Background: an optimization exercise with open tools, aiming at small area, a short achievable clock period and few clock cycles per item. Do not read the settings as production practice.
At most, simulation tests tie the RTL to the original design; equivalence was not proved.
Power and IR drop assume default switching activity.

==> run a <==
==> flow/design.v (excerpt) <==
module psg_fir (
    input  wire               clk,
    input  wire               rst,
    input  wire [15:0]        step,
    input  wire               wr_en,
    input  wire [3:0]         wr_addr,
    input  wire [7:0]         wr_data,
    input  wire               pull,
    output reg                ready,
    output reg                sample_valid,
    output reg  signed [15:0] sample
);
    localparam P   = 6;             
    localparam G   = 24 / P;        
    localparam LMW = 2;             
    localparam CAP = 6;             
    localparam QW  = 3;             
    localparam VW  = 31;            
    localparam [8*P-1:0] CWS = {8'd8, 8'd11, 8'd15, 8'd16, 8'd11, 8'd8};
    localparam [8*P-1:0] VWS = {8'd23, 8'd26, 8'd30, 8'd31, 8'd31, 8'd31};
    localparam [P-1:0]   RFS = 6'b111000;
    integer i, j;
    reg        rst_q;
    reg        wr_q;
    reg [3:0]  wa_q;
    reg [7:0]  wd_q;
    reg        pull_q;
    reg [15:0] step_q;
    reg [17:0] step3;
    wire in_wr   = wr_en & ready & ~rst;
    wire in_pull = pull & ready & ~rst;
    always @(posedge clk) begin
        rst_q  <= rst;
        wa_q   <= wr_addr;
        wd_q   <= wr_data;
        wr_q   <= in_wr;
        pull_q <= in_pull;
        step_q <= step;
        step3  <= {2'b00, step_q} + {1'b0, step_q, 1'b0};
    end
  ...
Settings: LEC_CHECK=0, CAP_MARGIN=20, CORE_MARGIN=2, CORE_UTILIZATION=40, SLEW_MARGIN=20; clock period 12.0 ns.
run.sh (not shown) runs the stock make flow with config.mk's settings and CLKGATE_MAP_FILE= SYNTH_SCRIPT=/design/flow/synth_recipe.tcl, a recipe that flattens the netlist after the stock synthesis.
==> inputs of run b, as changes to run a <==
--- a/flow/design.v
+++ b/flow/design.v
@@ -13,19 +13,19 @@
     reg [2:0]  tone_lvl;
     reg [5:0]  noise_cnt;
     reg [16:0] lfsr;
     reg [15:0] env_cnt;
     reg        env_seg;
     reg [4:0]  env_lvl;
     wire [11:0] tone_per [0:2];
-    assign tone_per[0] = ({regs[1][3:0], regs[0]} == 12'd0) ? 12'd1 : {regs[1][3:0], regs[0]};
-    assign tone_per[1] = ({regs[3][3:0], regs[2]} == 12'd0) ? 12'd1 : {regs[3][3:0], regs[2]};
-    assign tone_per[2] = ({regs[5][3:0], regs[4]} == 12'd0) ? 12'd1 : {regs[5][3:0], regs[4]};
+    assign tone_per[0] = {regs[1][3:0], regs[0]};
+    assign tone_per[1] = {regs[3][3:0], regs[2]};
+    assign tone_per[2] = {regs[5][3:0], regs[4]};
     wire [4:0]  noise_per = (regs[6][4:0] == 5'd0) ? 5'd1 : regs[6][4:0];
-    wire [15:0] env_per   = ({regs[12], regs[11]} == 16'd0) ? 16'd1 : {regs[12], regs[11]};
+    wire [15:0] env_per   = {regs[12], regs[11]};
     wire [3:0]  env_shape = regs[13][3:0];
     function [1:0] seg_kind(input [3:0] shape, input seg);
         begin
             case (shape)
                 4'd8:    seg_kind = seg ? SD : SD;
                 4'd9:    seg_kind = seg ? HB : SD;
                 4'd10:   seg_kind = seg ? SU : SD;
@@ -434,103 +434,104 @@
     output reg                ready,
     output reg                sample_valid,
     output reg  signed [15:0] sample
 );
     localparam P   = 6;             
     localparam G   = 24 / P;        
     localparam LMW = 2;             
-    localparam CAP = 6;             
+    localparam CAP = 7;             
     localparam QW  = 3;             
     localparam VW  = 31;            
     localparam [8*P-1:0] CWS = {8'd8, 8'd11, 8'd15, 8'd16, 8'd11, 8'd8};
     localparam [8*P-1:0] VWS = {8'd23, 8'd26, 8'd30, 8'd31, 8'd31, 8'd31};
     localparam [P-1:0]   RFS = 6'b111000;
     integer i, j;
     reg        rst_q;
-    reg        wr_q;
+    reg        wr_q;            
     reg [3:0]  wa_q;
     reg [7:0]  wd_q;
     reg        pull_q;
     reg [15:0] step_q;
     reg [17:0] step3;
     wire in_wr   = wr_en & ready & ~rst;
     wire in_pull = pull & ready & ~rst;
+    wire apply;                 
     always @(posedge clk) begin
         rst_q  <= rst;
-        wa_q   <= wr_addr;
-        wd_q   <= wr_data;
-        wr_q   <= in_wr;
+        if (in_wr) begin
+            wa_q <= wr_addr;
+            wd_q <= wr_data;
+        end
+        wr_q   <= ~rst & (in_wr | (wr_q & ~apply));
         pull_q <= in_pull;
         step_q <= step;
         step3  <= {2'b00, step_q} + {1'b0, step_q, 1'b0};
     end
     reg [LMW:0] clr_cnt;
     wire        clr = (clr_cnt != 0);
-    function [3:0] pc4(input [3:0] v);
-        pc4 = {3'd0, v[0]} + {3'd0, v[1]} + {3'd0, v[2]} + {3'd0, v[3]};
-    endfunction
     reg [15:0] ph;
     reg        gh, gv, bv;
     reg [7:0]  gm, bm;
-    reg [3:0]  gm_pc, bm_pc;        
     wire [16:0] s1 = {1'b0, ph} + {1'b0, step_q};
     wire [17:0] s2 = {2'b00, ph} + {1'b0, step_q, 1'b0};
     wire [17:0] s3 = {2'b00, ph} + step3;
     wire [18:0] s4 = {3'b000, ph} + {1'b0, step_q, 2'b00};
     wire [3:0]  kq = {s4[18:16] != {1'b0, s3[17:16]},
                       s3[17:16] != s2[17:16],
                       s2[17:16] != {1'b0, s1[16]},
                       s1[16]};
     reg  [7:0] cur;
-    reg  [3:0] cur_pc;
     reg        act, pend;
     reg  [2:0] occ;           
-    wire       start = (pull_q | pend) & bv & ~wr_q;
+    wire       start = (pull_q | pend) & bv & ~wr_q & ~act;
+    assign     apply = wr_q & ~act;
     wire [7:0] wm    = start ? bm : cur;
-    wire [3:0] wpc   = start ? bm_pc : cur_pc;
     wire       slot  = start | act;
     wire       room  = (occ < CAP);
     wire       do_slot = slot & room;
-    wire       tick  = do_slot & (wpc != 4'd0);
+    wire       tick  = do_slot & (wm != 8'd0);
     wire [7:0] wrest = wm & (wm - 8'd1);
-    wire       last  = (wpc <= 4'd1);
+    wire       last  = (wrest == 8'd0);
     reg  [2:0] tpos;
     always @(*) begin
         tpos = 3'd0;
         for (i = 7; i >= 0; i = i - 1)
             if (wm[i]) tpos = i[2:0];
     end
     wire       consume = start;
-    wire       nm_keep = bv & ~consume;
-    wire [3:0] nm_pc = nm_keep ? bm_pc : gm_pc;
-    wire       nm_v  = nm_keep | gv;
-    wire [1:0] rem  = slot ? ((wpc <= 4'd1) ? 2'd1 : (wpc == 4'd2) ? 2'd2 : 2'd3)
-                           : ((pull_q | pend) ? 2'd3 : 2'd0);
-    wire ok_now  = (rem == 2'd0) | ((rem == 2'd1) & (occ < CAP)) |
-                   ((rem == 2'd2) & (occ <= CAP - 2));
-    wire ok_pull = ((rem == 2'd0) & (occ < CAP) | (rem == 2'd1) & (occ < CAP - 1)) &
-                   nm_v & (nm_pc <= 4'd1);
+    wire       act_n = do_slot ? ~last : (start | act);
+    wire       wrq_n = in_wr | (wr_q & ~apply);
+    wire       unst_n = in_pull | ((pull_q | pend) & ~start);
+    wire       bv_n  = clr ? bv : ((gv & (~bv | consume)) | (bv & ~consume));
+    wire       start_n = unst_n & bv_n & ~wrq_n & ~act_n;
+    wire       ok_next = (~unst_n | start_n) & (~wrq_n | ~act_n);
     wire [35:0] amp;
     psg_core u_core (
         .clk     (clk),
         .rst     (rst_q),
-        .wr_en   (wr_q),
+        .wr_en   (apply),
         .wr_addr (wa_q),
         .wr_data (wd_q),
         .tick    (tick),
         .amp     (amp)
     );
     reg        va, ka, la;
     reg  [2:0] ta;
     reg        vb, kb, lb;
     reg  [2:0] tb;
     reg [35:0] ab;
     reg [13:0] lev_p;
-    wire [13:0] mixc = {2'b00, ab[11:0]} + {2'b00, ab[23:12]} + {2'b00, ab[35:24]};
-    wire       chg  = kb & (mixc != lev_p);
+    wire [13:0] ma = {2'b00, ab[11:0]}, mbb = {2'b00, ab[23:12]}, mcc = {2'b00, ab[35:24]};
+    wire [13:0] xs = ma ^ mbb ^ mcc;
+    wire [13:0] xc = ((ma & mbb) | (ma & mcc) | (mbb & mcc)) << 1;
+    wire [13:0] mixc = xs + xc;
+    wire [13:0] cin  = xs ^ xc ^ lev_p;
+    wire [13:0] cout = (xs & xc) | (xs & cin) | (xc & cin);
+    wire       same = ~cin[0] & (cin[13:1] == cout[12:0]);
+    wire       chg  = kb & ~same;
     wire       push = vb & (chg | lb);
     wire       drop = vb & ~push;
     reg [13:0] q_mix [0:CAP-1];
     reg [2:0]  q_t   [0:CAP-1];
     reg        q_dv  [0:CAP-1];
     reg        q_end [0:CAP-1];
     reg [QW-1:0] wp, rp;
@@ -550,49 +551,45 @@
     reg           pv1, ev1, pv2, ev2;
     reg signed [14:0] d1;
     reg [13:0]    l1, l2;
     always @(posedge clk) begin
         if (rst)
             ready <= 1'b0;
         else
-            ready <= ~rst_q & (clr_cnt <= 1) & ~(in_pull & in_wr) &
-                     (in_pull ? ok_pull : ok_now);
+            ready <= ~rst_q & (clr_cnt <= 1) & ok_next;
         if (rst_q) begin
             clr_cnt <= G;
             ph <= 16'd0; gh <= 1'b0; gv <= 1'b0; bv <= 1'b0;
-            cur <= 8'd0; cur_pc <= 4'd0; act <= 1'b0; pend <= 1'b0; occ <= 3'd0;
+            cur <= 8'd0; act <= 1'b0; pend <= 1'b0; occ <= 3'd0;
             va <= 1'b0; vb <= 1'b0;
             lev_p <= 14'd0;
             wp <= 0; rp <= 0; qn <= 0;
             lm <= 0; grp <= 0; pend_end <= 1'b0; lev_e <= 14'd0;
             pv1 <= 1'b0; ev1 <= 1'b0; pv2 <= 1'b0; ev2 <= 1'b0;
         end else begin
             if (clr) clr_cnt <= clr_cnt - 1'b1;
             if (!clr) begin
                 if (!gv) begin
                     if (!gh) gm[3:0] <= kq; else gm[7:4] <= kq;
-                    gm_pc <= (gh ? gm_pc : 4'd0) + pc4(kq);
                     ph <= s4[15:0];
                     gh <= ~gh;
                     if (gh) gv <= 1'b1;
                 end
                 if (gv && (!bv || consume)) begin
-                    bm <= gm; bm_pc <= gm_pc; bv <= 1'b1; gv <= 1'b0;
+                    bm <= gm; bv <= 1'b1; gv <= 1'b0;
                 end else if (consume) begin
                     bv <= 1'b0;
                 end
             end
             pend <= (pull_q | pend) & ~start;
             if (do_slot) begin
                 cur    <= wrest;
-                cur_pc <= (wpc == 4'd0) ? 4'd0 : wpc - 4'd1;
                 act    <= ~last;
             end else if (start) begin
                 cur    <= bm;
-                cur_pc <= bm_pc;
                 act    <= 1'b1;
             end
             occ <= occ + do_slot - pop - drop;
             va <= do_slot; ka <= tick; la <= last; ta <= tpos;
             vb <= va; kb <= ka; lb <= la; tb <= ta; ab <= amp;
             if (vb & kb) lev_p <= mixc;
             if (vb) begin       
Settings changed: CORE_UTILIZATION 40 to 60.
==> inputs of run c, as changes to run a <==
--- a/flow/design.v
+++ b/flow/design.v
@@ -521,16 +521,22 @@
     );
     reg        va, ka, la;
     reg  [2:0] ta;
     reg        vb, kb, lb;
     reg  [2:0] tb;
     reg [35:0] ab;
     reg [13:0] lev_p;
-    wire [13:0] mixc = {2'b00, ab[11:0]} + {2'b00, ab[23:12]} + {2'b00, ab[35:24]};
-    wire       chg  = kb & (mixc != lev_p);
+    wire [13:0] ma = {2'b00, ab[11:0]}, mbb = {2'b00, ab[23:12]}, mcc = {2'b00, ab[35:24]};
+    wire [13:0] xs = ma ^ mbb ^ mcc;
+    wire [13:0] xc = ((ma & mbb) | (ma & mcc) | (mbb & mcc)) << 1;
+    wire [13:0] mixc = xs + xc;
+    wire [13:0] cin  = xs ^ xc ^ lev_p;
+    wire [13:0] cout = (xs & xc) | (xs & cin) | (xc & cin);
+    wire       same = ~cin[0] & (cin[13:1] == cout[12:0]);
+    wire       chg  = kb & ~same;
     wire       push = vb & (chg | lb);
     wire       drop = vb & ~push;
     reg [13:0] q_mix [0:CAP-1];
     reg [2:0]  q_t   [0:CAP-1];
     reg        q_dv  [0:CAP-1];
     reg        q_end [0:CAP-1];
     reg [QW-1:0] wp, rp;
Settings changed: CORE_UTILIZATION 40 to 60.
==> notes <==
Run b finished with timing, DRC and antenna clean. Run c passed the timing, design-rule and antenna checks. Run a ran to the end with no violations. Between run b and run c, the lower final cell count is in run b (gap about 1%, measured against run c). Count of clock-buffer cells in the layout, lowest first: run c, run b, run a. Of run a and run b, run b has the higher sequential power (gap about 2%, measured against run b). Register-to-register slack, lowest first: run a, run b, run c. Between run b and run a, the lower first-iteration DRC count is in run a (gap about 16%, measured against run a). Of run b and run a, run b has the higher flip-flop and latch count (gap 7). In run a the sequential share of layout area is lower than in run b, by 0.93 points. The lowest area after synthesis belongs to run a, the highest to run c.
==> figures <==
metric	run b	run a	run c
Result of the run	timing/DRC/antenna clean	timing/DRC/antenna clean	timing/DRC/antenna clean
Sink Count	1652	1645	1645
Final estimated routing congestion in global placement	1.02	0.892	0.976
Syn nets	10.5k	10.5k	10.6k
Worst R2R Setup Slack	7060 ps	6860 ps	7350 ps
Worst hold margin	311 ps	272 ps	302 ps
# fillers	12.1k	21.1k	12.4k
Critical R2R Launch	u_core.env_cnt[0]	ab[13]	ph[3]
Mean instance size in the synthesized netlist	9.85 um^2	9.76 um^2	9.74 um^2
Iter 0 DRT Violations	4612	3969	4814
Detail Placement HPWL	170000 um	167000 um	173000 um
Fraction of synthesized cell area taken by the top area cell type	28.3%	28.7%	28.6%
Int Power	18.5 mW	18.2 mW	18.2 mW
Instance area at placement	92700 um^2	93800 um^2	92800 um^2
Core Util, Final	65.7%	44.4%	65.3%
Synthesized instance count	9235	9309	9358
Biggest cell delay along the critical path	630 ps	460 ps	730 ps
Testbench counts of run c, summed over its fixed seeds: cycles 17,152, items 2,400.
For run a and run b, only the layout was checked, not whether the RTL still works.

## port drivers added, routing unchanged
The flow's constraints put no driver on any port. The routed layouts listed below were extracted and timed again, unchanged, in two steps. Step 1, drivers: a clkbuf_16 drives clk and a buf_2 each remaining input, both assumed. Step 2, shift: input delay + t, output delay - t, t = (earliest + latest rising clock arrival at the registers) / 2. This alone moves slack from input paths to output paths. a / b / c = no drivers / after step 1 / after step 2; a / b = the first two.
| run | shift t [ns] | slack for setup (ns) | hold WS [ns] | clock arrival spread, ns | slew at the worst register clock pin (ns) |
|---|---|---|---|---|---|
| run a | 0.903 | 6.863 / 6.863 / 6.863 | 0.272 / 0.272 / 0.272 | 0.072 / 0.072 | 0.07 / 0.07 |
| run b | 0.887 | 7.056 / 7.056 / 7.056 | 0.311 / 0.311 / 0.311 | 0.036 / 0.036 | 0.07 / 0.07 |
| run c | 0.877 | 7.354 / 7.354 / 7.354 | 0.302 / 0.302 / 0.302 | 0.036 / 0.036 | 0.07 / 0.07 |
After both steps every run listed still meets setup and hold.
